Background: an optimization exercise with open tools, aiming at small area, a short achievable clock period and few clock cycles. Do not read the settings as production practice. Only simulation tests tie the RTL to the original design; equivalence was not proved. Power is estimated from default activity; no workload was simulated.

==> lagoon: inputs <==
==> flow/design.v <==
module fu64_lzc8 (
    input  wire [7:0] x,
    output wire       nz,
    output wire [2:0] n
);
    assign nz = |x;
    assign n[2] = ~|x[7:4];
    wire [3:0] h = n[2] ? x[3:0] : x[7:4];
    assign n[1] = ~|h[3:2];
    wire [1:0] q = n[1] ? h[1:0] : h[3:2];
    assign n[0] = ~q[1];
endmodule
module fu64_lzc64 (
    input  wire [63:0] x,
    output wire [6:0]  n
);
    wire [7:0]  nz;
    wire [23:0] nb;
    genvar g;
    generate
        for (g = 0; g < 8; g = g + 1) begin : byte_lzc
            fu64_lzc8 u (.x(x[8*g+7:8*g]), .nz(nz[g]), .n(nb[3*g+2:3*g]));
        end
    endgenerate
    wire [7:0] z = ~nz;
    wire       b2 = &z[7:4];
    wire [3:0] zh = b2 ? z[3:0] : z[7:4];
    wire       b1 = &zh[3:2];
    wire [1:0] zq = b1 ? zh[1:0] : zh[3:2];
    wire       b0 = zq[1];
    wire [2:0] hi = {b2, b1, b0};
    wire [2:0] byte_idx = 3'd7 - hi;
    reg  [2:0] lo;
    always @(*) begin
        case (byte_idx)
            3'd0: lo = nb[2:0];
            3'd1: lo = nb[5:3];
            3'd2: lo = nb[8:6];
            3'd3: lo = nb[11:9];
            3'd4: lo = nb[14:12];
            3'd5: lo = nb[17:15];
            3'd6: lo = nb[20:18];
            default: lo = nb[23:21];
        endcase
    end
    assign n = (~|nz) ? 7'd64 : {1'b0, hi, lo};
endmodule
module fu64_add64 (
    input  wire [63:0] a,
    input  wire [63:0] b,
    input  wire        ci,
    output wire [63:0] s,
    output wire        co,
    output wire [63:0] px,       
    output wire [63:0] gx        
);
    wire [63:0] p0 = a ^ b;
    wire [63:0] g0 = (a & b) | {63'd0, p0[0] & ci};
    assign px = p0;
    assign gx = a & b;
    wire [63:0] g1 = g0 | (p0 & {g0[62:0], 1'b0});
    wire [63:0] p1 = p0 & {p0[62:0], 1'b1};
    wire [63:0] g2 = g1 | (p1 & {g1[61:0], 2'b0});
    wire [63:0] p2 = p1 & {p1[61:0], 2'b11};
    wire [63:0] g3 = g2 | (p2 & {g2[59:0], 4'b0});
    wire [63:0] p3 = p2 & {p2[59:0], 4'hf};
    wire [63:0] g4 = g3 | (p3 & {g3[55:0], 8'b0});
    wire [63:0] p4 = p3 & {p3[55:0], 8'hff};
    wire [63:0] g5 = g4 | (p4 & {g4[47:0], 16'b0});
    wire [63:0] p5 = p4 & {p4[47:0], 16'hffff};
    wire [63:0] g6 = g5 | (p5 & {g5[31:0], 32'b0});
    assign s  = p0 ^ {g6[62:0], ci};
    assign co = g6[63];
endmodule
module fu64 (
    input  wire        clk,
    input  wire        rst,
    input  wire        flush,
    input  wire        in_valid,
    output wire        in_ready,
    input  wire [4:0]  in_op,
    input  wire [63:0] in_a,
    input  wire [63:0] in_b,
    input  wire [19:0] in_imm,
    input  wire [63:0] in_pc,
    output wire        out_valid,
    input  wire        out_ready,
    output wire [63:0] out_result,
    output wire        out_taken,
    output wire        out_fault,
    output wire        out_div0
);
    localparam OP_ADD  = 5'd0,  OP_SUB  = 5'd1,  OP_AND  = 5'd2,  OP_OR   = 5'd3;
    localparam OP_XOR  = 5'd4,  OP_SLL  = 5'd5,  OP_SRL  = 5'd6,  OP_SRA  = 5'd7;
    localparam OP_MUL  = 5'd8,  OP_DIV  = 5'd9,  OP_DIVU = 5'd10, OP_REM  = 5'd11;
    localparam OP_REMU = 5'd12, OP_ADDI = 5'd13, OP_ANDI = 5'd14, OP_ORI  = 5'd15;
    localparam OP_XORI = 5'd16, OP_SLLI = 5'd17, OP_SRLI = 5'd18, OP_SRAI = 5'd19;
    localparam OP_LD   = 5'd20, OP_SD   = 5'd21, OP_BEQ  = 5'd22, OP_BNE  = 5'd23;
    localparam OP_BLT  = 5'd24, OP_BGE  = 5'd25, OP_LUI  = 5'd26, OP_JAL  = 5'd27;
    reg         x_v;
    reg  [63:0] A, B, P;
    reg  [11:0] I;
    reg         k_add, k_log, k_sh, k_br, k_mul, k_div;
    reg         k_jal;           
    reg         l_x, l_g;        
    reg         sh_left, sh_arith;
    reg  [1:0]  brt;             
    reg         add_sub;         
    reg         add_zx;          
    reg         one0, two0, neg0, one1, two1, neg1;    
    reg         d_signed, d_rem;
    reg         s_abs, s_lzc, s_algn, s_iter, s_fin;    
    reg  [6:0]  cnt;
    reg  [6:0]  lzq_a, lzq_b;   
    reg         xl_q;            
    reg         d_negq, d_negr, d_ovf, d_dz;
    reg         o_v;
    reg  [63:0] o_res;
    reg         o_tk, o_flt, o_dz;
    assign out_valid  = o_v;
    assign out_result = o_res;
    assign out_taken  = o_tk;
    assign out_fault  = o_flt;
    assign out_div0   = o_dz;
    wire i_add = (in_op == OP_ADD) || (in_op == OP_SUB) || (in_op == OP_ADDI) ||
                 (in_op == OP_LD) || (in_op == OP_SD) || (in_op == OP_LUI);
    wire i_log = (in_op == OP_AND) || (in_op == OP_OR) || (in_op == OP_XOR) ||
                 (in_op == OP_ANDI) || (in_op == OP_ORI) || (in_op == OP_XORI);
    wire i_sh  = (in_op == OP_SLL) || (in_op == OP_SRL) || (in_op == OP_SRA) ||
                 (in_op == OP_SLLI) || (in_op == OP_SRLI) || (in_op == OP_SRAI);
    wire i_br  = (in_op == OP_BEQ) || (in_op == OP_BNE) || (in_op == OP_BLT) ||
                 (in_op == OP_BGE) || (in_op == OP_JAL);
    wire i_mul = (in_op == OP_MUL);
    wire i_div = (in_op == OP_DIV) || (in_op == OP_DIVU) || (in_op == OP_REM) ||
                 (in_op == OP_REMU);
    wire i_sdiv = (in_op == OP_DIV) || (in_op == OP_REM);
    wire i_imm = (in_op >= OP_ADDI) && (in_op <= OP_SD);
    wire i_lui = (in_op == OP_LUI);
    wire i_jal = (in_op == OP_JAL);
    wire [14:0] ne_a, ne_b, top_a;
    genvar gj;
    generate
        for (gj = 0; gj < 15; gj = gj + 1) begin : grp
            assign ne_a[gj] = in_a[4*gj+6:4*gj+3] != {4{in_a[63]}};
            assign ne_b[gj] = in_b[4*gj+6:4*gj+3] != {4{in_b[63]}};
            if (gj == 14) begin : top
                assign top_a[gj] = ne_a[gj];
            end else begin : below
                assign top_a[gj] = ne_a[gj] | top_a[gj+1];
            end
        end
    endgenerate
    wire        mul_swap = i_mul && |(ne_b & ~top_a);
    wire        i_bz  = (in_b == 64'd0);
    wire        i_abs = i_sdiv && (in_a[63] || in_b[63]);
    wire [63:0] imm64 = {{44{in_imm[19]}}, in_imm};
    wire [63:0] a_in  = mul_swap ? in_b : in_a;
    wire [63:0] b_in  = i_imm ? imm64 :
                        i_lui ? {imm64[51:0], 12'd0} :
                        mul_swap ? in_a : {in_b[63:1], in_b[0] | (i_div && i_bz)};
    wire [63:0] add_x = add_zx ? 64'd0 : A;
    wire [63:0] add_y = add_sub ? ~B : B;
    wire [64:0] sum;
    wire [63:0] add_p, add_g;
    fu64_add64 u_add (.a(add_x), .b(add_y), .ci(add_sub), .s(sum[63:0]), .co(sum[64]),
                      .px(add_p), .gx(add_g));
    wire [63:0] log_res = (add_p & {64{l_x}}) | (add_g & {64{l_g}});
    function [63:0] rev64(input [63:0] v);
        integer i;
        for (i = 0; i < 64; i = i + 1) rev64[i] = v[63 - i];
    endfunction
    wire [63:0] sh_src = s_algn ? rev64(B) : (sh_left ? rev64(A) : A);
    wire [5:0]  sh_amt = s_algn ? lz_d[5:0] : B[5:0];
    wire        sh_fill = sh_arith && A[63];
    wire [127:0] sh_ext = {{64{sh_fill}}, sh_src} >> sh_amt;
    wire [63:0] sh_r   = sh_ext[63:0];
    wire [63:0] sh_res = (sh_left || s_algn) ? rev64(sh_r) : sh_r;
    wire        br_eq = &add_p;
    wire        br_lt = (A[63] != B[63]) ? A[63] : sum[63];
    wire        br_tk = k_jal ? 1'b0 :
                        (brt == 2'd0) ? br_eq :
                        (brt == 2'd1) ? !br_eq :
                        (brt == 2'd2) ? br_lt : !br_lt;
    wire [13:0] tl_t  = {1'b0, P[12:0]} + {1'b0, I, 1'b0};
    wire [13:0] tl_n  = {1'b0, P[12:0]} + 14'd4;
    wire [50:0] th    = P[63:13];
    wire [50:0] th_p  = th + 51'd1;
    wire [50:0] th_m  = th - 51'd1;
    wire        t_up  = br_tk ? (tl_t[13] & ~I[11]) : tl_n[13];
    wire        t_dn  = br_tk & ~tl_t[13] & I[11];
    wire [63:0] br_res = {t_up ? th_p : (t_dn ? th_m : th),
                          br_tk ? tl_t[12:0] : tl_n[12:0]};
    wire na_abs = d_signed && A[63];
    function [5:0] booth2(input [4:0] m);    
        booth2[5] = m[3] ^ m[2];                                       
        booth2[4] = (m[4] & ~m[3] & ~m[2]) | (~m[4] & m[3] & m[2]);    
        booth2[3] = m[4];                                              
        booth2[2] = m[1] ^ m[0];                                       
        booth2[1] = (m[2] & ~m[1] & ~m[0]) | (~m[2] & m[1] & m[0]);    
        booth2[0] = m[2];                                              
    endfunction
    wire [5:0] bsel_in = booth2({b_in[3:0], 1'b0});
    wire [5:0] bsel_nx = booth2(B[7:3]);
    wire [63:0] A2   = {A[62:0], 1'b0};
    wire [63:0] pp0  = (({64{one0}} & A) | ({64{two0}} & A2)) ^ {64{neg0}};
    wire [63:0] m1   = ({64{one1}} & A) | ({64{two1}} & A2);
    wire [63:0] pp1  = {m1[61:0], 2'b00} ^ {64{neg1}};
    wire [63:0] cs_s = P ^ pp0 ^ pp1;
    wire [63:0] cs_c = {(P[62:0] & pp0[62:0]) | (P[62:0] & pp1[62:0]) | (pp0[62:0] & pp1[62:0]), neg1};
    wire [63:0] mul_acc;
    wire        mul_co;
    wire [63:0] mul_p, mul_g;
    fu64_add64 u_cpa (.a(cs_s), .b(cs_c), .ci(neg0), .s(mul_acc), .co(mul_co),
                      .px(mul_p), .gx(mul_g));
    wire        mul_last_nx = (&B[63:7]) || (~|B[63:7]);
    wire        mul_last_in = (&b_in[63:3]) || (~|b_in[63:3]);
    wire        ovf    = d_signed && (A == 64'h8000000000000000) && (&B);
    wire [6:0]  lz_a, lz_b;
    fu64_lzc64 u_lza (.x(A), .n(lz_a));
    fu64_lzc64 u_lzb (.x(B), .n(lz_b));
    wire [6:0]  lz_d = lzq_b - lzq_a;
    wire        q_ge = sum[64];
    wire [63:0] q_nx = {P[62:0], q_ge};
    wire [63:0] r_nx = q_ge ? sum[63:0] : A;
    wire        neg_v = d_rem ? d_negr : d_negq;
    wire o_free = !o_v || out_ready;
    wire x_fire = x_v && xl_q && o_free;
    wire x_step = x_v && !xl_q;
    assign in_ready = !x_v || x_fire;
    wire accept = in_valid && in_ready && !rst && !flush;
    wire [63:0] x_res = ({64{k_add || k_div}} & sum[63:0]) |
                        ({64{k_log}} & log_res) |
                        ({64{k_sh}}  & sh_res) |
                        ({64{k_br}}  & br_res) |
                        ({64{k_mul}} & mul_acc);
    always @(posedge clk) begin
        if (rst || flush)
            o_v <= 1'b0;
        else if (o_free)
            o_v <= x_fire;
        if (x_fire) begin
            o_res <= x_res;
            o_tk  <= k_br && br_tk;
            o_flt <= k_div && d_ovf;
            o_dz  <= k_div && d_dz;
        end
    end
    always @(posedge clk) begin
        if (rst || flush)
            x_v <= 1'b0;
        else if (accept)
            x_v <= 1'b1;
        else if (x_fire)
            x_v <= 1'b0;
        if (accept) begin
            A        <= a_in;
            B        <= b_in;
            P        <= (i_mul || i_div) ? 64'd0 : in_pc;
            I        <= in_imm[11:0];
            k_add    <= i_add;
            k_log    <= i_log;
            k_sh     <= i_sh;
            k_br     <= i_br;
            k_jal    <= i_jal;
            k_mul    <= i_mul;
            k_div    <= i_div;
            l_x      <= !((in_op == OP_AND) || (in_op == OP_ANDI));
            l_g      <= !((in_op == OP_XOR) || (in_op == OP_XORI));
            sh_left  <= (in_op == OP_SLL) || (in_op == OP_SLLI);
            sh_arith <= (in_op == OP_SRA) || (in_op == OP_SRAI);
            brt      <= in_op[1:0] - 2'd2;
            add_sub  <= (in_op == OP_SUB) || i_br || (i_sdiv && in_b[63]) ||
                        (i_div && !i_abs);
            add_zx   <= (i_div && i_abs) || i_lui;
            if (i_div) begin
                {one1, two1, neg1} <= 3'b000;
                {one0, two0, neg0} <= {2'b10, i_sdiv && in_a[63]};
            end else begin
                {one1, two1, neg1, one0, two0, neg0} <= bsel_in;
            end
            d_signed <= i_sdiv;
            d_rem    <= (in_op == OP_REM) || (in_op == OP_REMU);
            s_abs    <= i_div && i_abs;
            s_lzc    <= i_div && !i_abs;
            d_negq   <= 1'b0;
            d_negr   <= 1'b0;
            d_ovf    <= 1'b0;
            d_dz     <= i_bz;
            s_algn   <= 1'b0;
            s_iter   <= 1'b0;
            s_fin    <= 1'b0;
            xl_q     <= i_add || i_log || i_sh || i_br || (i_mul && mul_last_in);
        end else if (x_step && k_mul) begin
            xl_q  <= mul_last_nx;
            A     <= {A[59:0], 4'd0};
            B     <= {{4{B[63]}}, B[63:4]};
            P     <= mul_acc;
            {one1, two1, neg1, one0, two0, neg0} <= bsel_nx;
        end else if (x_step && s_abs) begin
            A      <= mul_acc;
            B      <= sum[63:0];
            d_negq <= na_abs ^ (d_signed && B[63]);
            d_negr <= na_abs;
            d_ovf  <= ovf;
            add_sub <= 1'b1;
            add_zx  <= 1'b0;
            s_abs  <= 1'b0;
            s_lzc  <= 1'b1;
        end else if (x_step && s_lzc) begin
            s_lzc <= 1'b0;
            lzq_a <= lz_a;
            lzq_b <= lz_b;
            if (d_ovf || !q_ge) begin
                B       <= (d_rem && !d_ovf) ? A : 64'd0;
                add_sub <= neg_v;
                add_zx  <= 1'b1;
                s_fin   <= 1'b1;
                xl_q    <= 1'b1;
            end else begin
                s_algn <= 1'b1;
            end
        end else if (x_step && s_algn) begin
            B       <= sh_res;
            cnt     <= lz_d;
            s_algn  <= 1'b0;
            s_iter  <= 1'b1;
        end else if (x_step && s_iter) begin
            A   <= r_nx;
            P   <= q_nx;
            cnt <= cnt - 7'd1;
            if (cnt == 7'd0) begin
                B       <= d_rem ? r_nx : q_nx;
                add_sub <= neg_v;
                add_zx  <= 1'b1;
                s_iter  <= 1'b0;
                s_fin   <= 1'b1;
                xl_q    <= 1'b1;
            end else begin
                B <= {1'b0, B[63:1]};
            end
        end
    end
endmodule
==> flow/run.sh <==
#!/bin/bash
# synth_recipe.tcl (not shown) runs the flow's synth.tcl, then flattens the netlist and writes it again
# the make line also repeats each setting of config.mk as NAME=value (left out here)
make -C /OpenROAD-flow-scripts/flow DESIGN_CONFIG=/design/flow/config.mk WORK_HOME=/design/flow/orfs CLKGATE_MAP_FILE= SYNTH_SCRIPT=/design/flow/synth_recipe.tcl finish
==> flow/config.mk <==
export PLATFORM = sky130hd
export DESIGN_NAME = fu64
export DESIGN_NICKNAME = fu64
export VERILOG_FILES = /design/flow/design.v
export SDC_FILE = /design/flow/constraint.sdc
export NUM_CORES = 4
export LEC_CHECK = 0
export CAP_MARGIN = 20
export CORE_MARGIN = 2
export CORE_UTILIZATION = 35
export PLACE_DENSITY = 0.55
export SETUP_SLACK_MARGIN = 5
export SLEW_MARGIN = 20
export TNS_END_PERCENT = 0
==> flow/constraint.sdc <==
create_clock -name core_clock -period 9.0 [get_ports {clk}]
set_input_delay 1.8000 -clock core_clock [delete_from_list [all_inputs] [get_ports {clk}]]
set_output_delay 1.8000 -clock core_clock [all_outputs]
set_load 0.01 [all_outputs]
==> inputs of violet, as changes to lagoon <==
--- a/flow/design.v
+++ b/flow/design.v
@@ -145,7 +145,3 @@
             assign ne_b[gj] = in_b[4*gj+6:4*gj+3] != {4{in_b[63]}};
-            if (gj == 14) begin : top
-                assign top_a[gj] = ne_a[gj];
-            end else begin : below
-                assign top_a[gj] = ne_a[gj] | top_a[gj+1];
-            end
+            assign top_a[gj] = |ne_a[14:gj];
         end
@@ -154,2 +150,3 @@
     wire        i_bz  = (in_b == 64'd0);
+    wire        i_ovf = i_sdiv && (in_a == 64'h8000000000000000) && (&in_b);
     wire        i_abs = i_sdiv && (in_a[63] || in_b[63]);
@@ -159,3 +156,4 @@
                         i_lui ? {imm64[51:0], 12'd0} :
-                        mul_swap ? in_a : {in_b[63:1], in_b[0] | (i_div && i_bz)};
+                        mul_swap ? in_a :
+                        {in_b[63:1] & {63{!i_ovf}}, (in_b[0] && !i_ovf) || (i_div && i_bz)};
     wire [63:0] add_x = add_zx ? 64'd0 : A;
@@ -201,3 +199,5 @@
     endfunction
-    wire [5:0] bsel_in = booth2({b_in[3:0], 1'b0});
+    wire [5:0] bsel_ia = booth2({in_a[3:0], 1'b0});
+    wire [5:0] bsel_ib = booth2({in_b[3:0], 1'b0});
+    wire [5:0] bsel_in = mul_swap ? bsel_ia : bsel_ib;
     wire [5:0] bsel_nx = booth2(B[7:3]);
@@ -215,4 +215,5 @@
     wire        mul_last_nx = (&B[63:7]) || (~|B[63:7]);
-    wire        mul_last_in = (&b_in[63:3]) || (~|b_in[63:3]);
-    wire        ovf    = d_signed && (A == 64'h8000000000000000) && (&B);
+    wire        last_ia = (&in_a[63:3]) || (~|in_a[63:3]);
+    wire        last_ib = (&in_b[63:3]) || (~|in_b[63:3]);
+    wire        mul_last_in = mul_swap ? last_ia : last_ib;
     wire [6:0]  lz_a, lz_b;
@@ -271,3 +272,3 @@
             brt      <= in_op[1:0] - 2'd2;
-            add_sub  <= (in_op == OP_SUB) || i_br || (i_sdiv && in_b[63]) ||
+            add_sub  <= (in_op == OP_SUB) || i_br || (i_sdiv && in_b[63] && !i_ovf) ||
                         (i_div && !i_abs);
@@ -282,3 +283,3 @@
             d_rem    <= (in_op == OP_REM) || (in_op == OP_REMU);
-            s_abs    <= i_div && i_abs;
+            s_abs    <= i_div && i_abs && !i_ovf;
             s_lzc    <= i_div && !i_abs;
@@ -286,3 +287,3 @@
             d_negr   <= 1'b0;
-            d_ovf    <= 1'b0;
+            d_ovf    <= i_ovf;
             d_dz     <= i_bz;
@@ -290,4 +291,4 @@
             s_iter   <= 1'b0;
-            s_fin    <= 1'b0;
-            xl_q     <= i_add || i_log || i_sh || i_br || (i_mul && mul_last_in);
+            s_fin    <= i_ovf;
+            xl_q     <= i_add || i_log || i_sh || i_br || (i_mul && mul_last_in) || i_ovf;
         end else if (x_step && k_mul) begin
@@ -303,3 +304,2 @@
             d_negr <= na_abs;
-            d_ovf  <= ovf;
             add_sub <= 1'b1;
@@ -312,4 +312,4 @@
             lzq_b <= lz_b;
-            if (d_ovf || !q_ge) begin
-                B       <= (d_rem && !d_ovf) ? A : 64'd0;
+            if (!q_ge) begin
+                B       <= d_rem ? r_nx : q_nx;
                 add_sub <= neg_v;
CORE_UTILIZATION = 45   (was 35)
==> inputs of zinc, as changes to lagoon <==
--- a/flow/design.v
+++ b/flow/design.v
@@ -47,29 +47,2 @@
 endmodule
-module fu64_add64 (
-    input  wire [63:0] a,
-    input  wire [63:0] b,
-    input  wire        ci,
-    output wire [63:0] s,
-    output wire        co,
-    output wire [63:0] px,       
-    output wire [63:0] gx        
-);
-    wire [63:0] p0 = a ^ b;
-    wire [63:0] g0 = (a & b) | {63'd0, p0[0] & ci};
-    assign px = p0;
-    assign gx = a & b;
-    wire [63:0] g1 = g0 | (p0 & {g0[62:0], 1'b0});
-    wire [63:0] p1 = p0 & {p0[62:0], 1'b1};
-    wire [63:0] g2 = g1 | (p1 & {g1[61:0], 2'b0});
-    wire [63:0] p2 = p1 & {p1[61:0], 2'b11};
-    wire [63:0] g3 = g2 | (p2 & {g2[59:0], 4'b0});
-    wire [63:0] p3 = p2 & {p2[59:0], 4'hf};
-    wire [63:0] g4 = g3 | (p3 & {g3[55:0], 8'b0});
-    wire [63:0] p4 = p3 & {p3[55:0], 8'hff};
-    wire [63:0] g5 = g4 | (p4 & {g4[47:0], 16'b0});
-    wire [63:0] p5 = p4 & {p4[47:0], 16'hffff};
-    wire [63:0] g6 = g5 | (p5 & {g5[31:0], 32'b0});
-    assign s  = p0 ^ {g6[62:0], ci};
-    assign co = g6[63];
-endmodule
 module fu64 (
@@ -103,3 +76,2 @@
     reg         k_add, k_log, k_sh, k_br, k_mul, k_div;
-    reg         k_jal;           
     reg         l_x, l_g;        
@@ -125,3 +97,4 @@
     wire i_add = (in_op == OP_ADD) || (in_op == OP_SUB) || (in_op == OP_ADDI) ||
-                 (in_op == OP_LD) || (in_op == OP_SD) || (in_op == OP_LUI);
+                 (in_op == OP_LD) || (in_op == OP_SD) || (in_op == OP_LUI) ||
+                 (in_op == OP_JAL);
     wire i_log = (in_op == OP_AND) || (in_op == OP_OR) || (in_op == OP_XOR) ||
@@ -131,3 +104,3 @@
     wire i_br  = (in_op == OP_BEQ) || (in_op == OP_BNE) || (in_op == OP_BLT) ||
-                 (in_op == OP_BGE) || (in_op == OP_JAL);
+                 (in_op == OP_BGE);
     wire i_mul = (in_op == OP_MUL);
@@ -156,5 +129,6 @@
     wire [63:0] imm64 = {{44{in_imm[19]}}, in_imm};
-    wire [63:0] a_in  = mul_swap ? in_b : in_a;
+    wire [63:0] a_in  = i_jal ? in_pc : (mul_swap ? in_b : in_a);
     wire [63:0] b_in  = i_imm ? imm64 :
                         i_lui ? {imm64[51:0], 12'd0} :
+                        i_jal ? 64'd4 :
                         mul_swap ? in_a : {in_b[63:1], in_b[0] | (i_div && i_bz)};
@@ -162,7 +136,4 @@
     wire [63:0] add_y = add_sub ? ~B : B;
-    wire [64:0] sum;
-    wire [63:0] add_p, add_g;
-    fu64_add64 u_add (.a(add_x), .b(add_y), .ci(add_sub), .s(sum[63:0]), .co(sum[64]),
-                      .px(add_p), .gx(add_g));
-    wire [63:0] log_res = (add_p & {64{l_x}}) | (add_g & {64{l_g}});
+    wire [64:0] sum   = {1'b0, add_x} + {1'b0, add_y} + {64'd0, add_sub};
+    wire [63:0] log_res = ((A ^ B) & {64{l_x}}) | ((A & B) & {64{l_g}});
     function [63:0] rev64(input [63:0] v);
@@ -177,6 +148,5 @@
     wire [63:0] sh_res = (sh_left || s_algn) ? rev64(sh_r) : sh_r;
-    wire        br_eq = &add_p;
+    wire        br_eq = (A == B);
     wire        br_lt = (A[63] != B[63]) ? A[63] : sum[63];
-    wire        br_tk = k_jal ? 1'b0 :
-                        (brt == 2'd0) ? br_eq :
+    wire        br_tk = (brt == 2'd0) ? br_eq :
                         (brt == 2'd1) ? !br_eq :
@@ -209,7 +179,3 @@
     wire [63:0] cs_c = {(P[62:0] & pp0[62:0]) | (P[62:0] & pp1[62:0]) | (pp0[62:0] & pp1[62:0]), neg1};
-    wire [63:0] mul_acc;
-    wire        mul_co;
-    wire [63:0] mul_p, mul_g;
-    fu64_add64 u_cpa (.a(cs_s), .b(cs_c), .ci(neg0), .s(mul_acc), .co(mul_co),
-                      .px(mul_p), .gx(mul_g));
+    wire [63:0] mul_acc = cs_s + cs_c + {63'd0, neg0};
     wire        mul_last_nx = (&B[63:7]) || (~|B[63:7]);
@@ -263,3 +229,2 @@
             k_br     <= i_br;
-            k_jal    <= i_jal;
             k_mul    <= i_mul;
TNS_END_PERCENT = default   (was 0)
==> summary of the runs <==
- violet finished with timing, DRC and antenna clean. zinc ran to the end with no violations. lagoon completed without violations.
- Global-route usage, lowest first: zinc, lagoon, violet.
- In violet the die area is lower than in lagoon, by 21%.
- In lagoon the synthesized area is lower than in violet, by about 0.9%.
- Worst hold slack: violet > zinc > lagoon.
- Fmax: zinc > violet > lagoon.
- The highest via count belongs to violet, the lowest to lagoon.
- Against violet, the first-iteration DRC count of lagoon is smaller by 26%.
==> figures <==
quantity	violet	lagoon	zinc
Outcome	timing/DRC/antenna clean	timing/DRC/antenna clean	timing/DRC/antenna clean
Count of cell instances traversed by the critical path	17	16	19
Post-synthesis xor/xnor area fraction	6.96%	7.27%	7.28%
Final Total Pwr	7.44 mW	8.35 mW	10.2 mW
Avg Inst Size Synth	7.71 um^2	7.89 um^2	7.89 um^2
Launching point of the worst reg2reg path	lzq_b[0]	add_sub	one0
Sequential cells	326	326	325
Worst voltage drop across the vdd grid	0.135 mV	0.160 mV	0.184 mV
Synthesized-area fraction occupied by and/or/nand/nor cells	18.0%	18.0%	17.9%
Final antenna diode count	24	22	17
Cell count after placement	7,342	7,606	7,652
Min-Delay Startpoint	d_negr	d_negq	d_negq
Mux cell area share after synthesis	9.43%	10.8%	9.68%
Area delta synth->final	20.8%	23.8%	42.0%
Number of tap instances	1,380	1,755	1,768
Post-synth design cell area	46,800 um^2	46,400 um^2	46,700 um^2
Testbench counts of lagoon, summed over its fixed seeds: cycles 17,679.
Testbench counts of violet, summed over its fixed seeds: cycles 17,679.
Testbench counts of zinc, summed over its fixed seeds: cycles 17,679.

## separate check: timing with driven ports
No port has a modelled driver above. Below, the same layouts with a new extraction and two added sets of constraints.
Step 1, drivers: a clkbuf_16 drives clk and a buf_2 each remaining input, both assumed.
Step 2, shift: input delay + t, output delay - t, t = (earliest + latest rising clock arrival at the registers) / 2. This alone moves slack from input paths to output paths.
Three values: ideal ports, drivers, drivers and shift; two values: the first two.
run	t (ns)	setup WS [ns]	hold WS [ns]	slew at the worst register clock pin (ns)	worst slew at a driven data input, ns
lagoon	0.760	3.412 / 3.412 / 2.909	0.455 / 0.455 / 0.455	0.08 / 0.08	0.10
violet	0.754	3.482 / 3.482 / 3.012	0.481 / 0.481 / 0.481	0.07 / 0.07	0.12
zinc	0.756	3.582 / 3.582 / 3.125	0.460 / 0.460 / 0.460	0.08 / 0.08	0.15
After both steps setup and hold are still met in every run listed. For lagoon, which loses most, drivers alone change the setup slack by 0.000 ns; drivers and shift together by -0.503 ns.
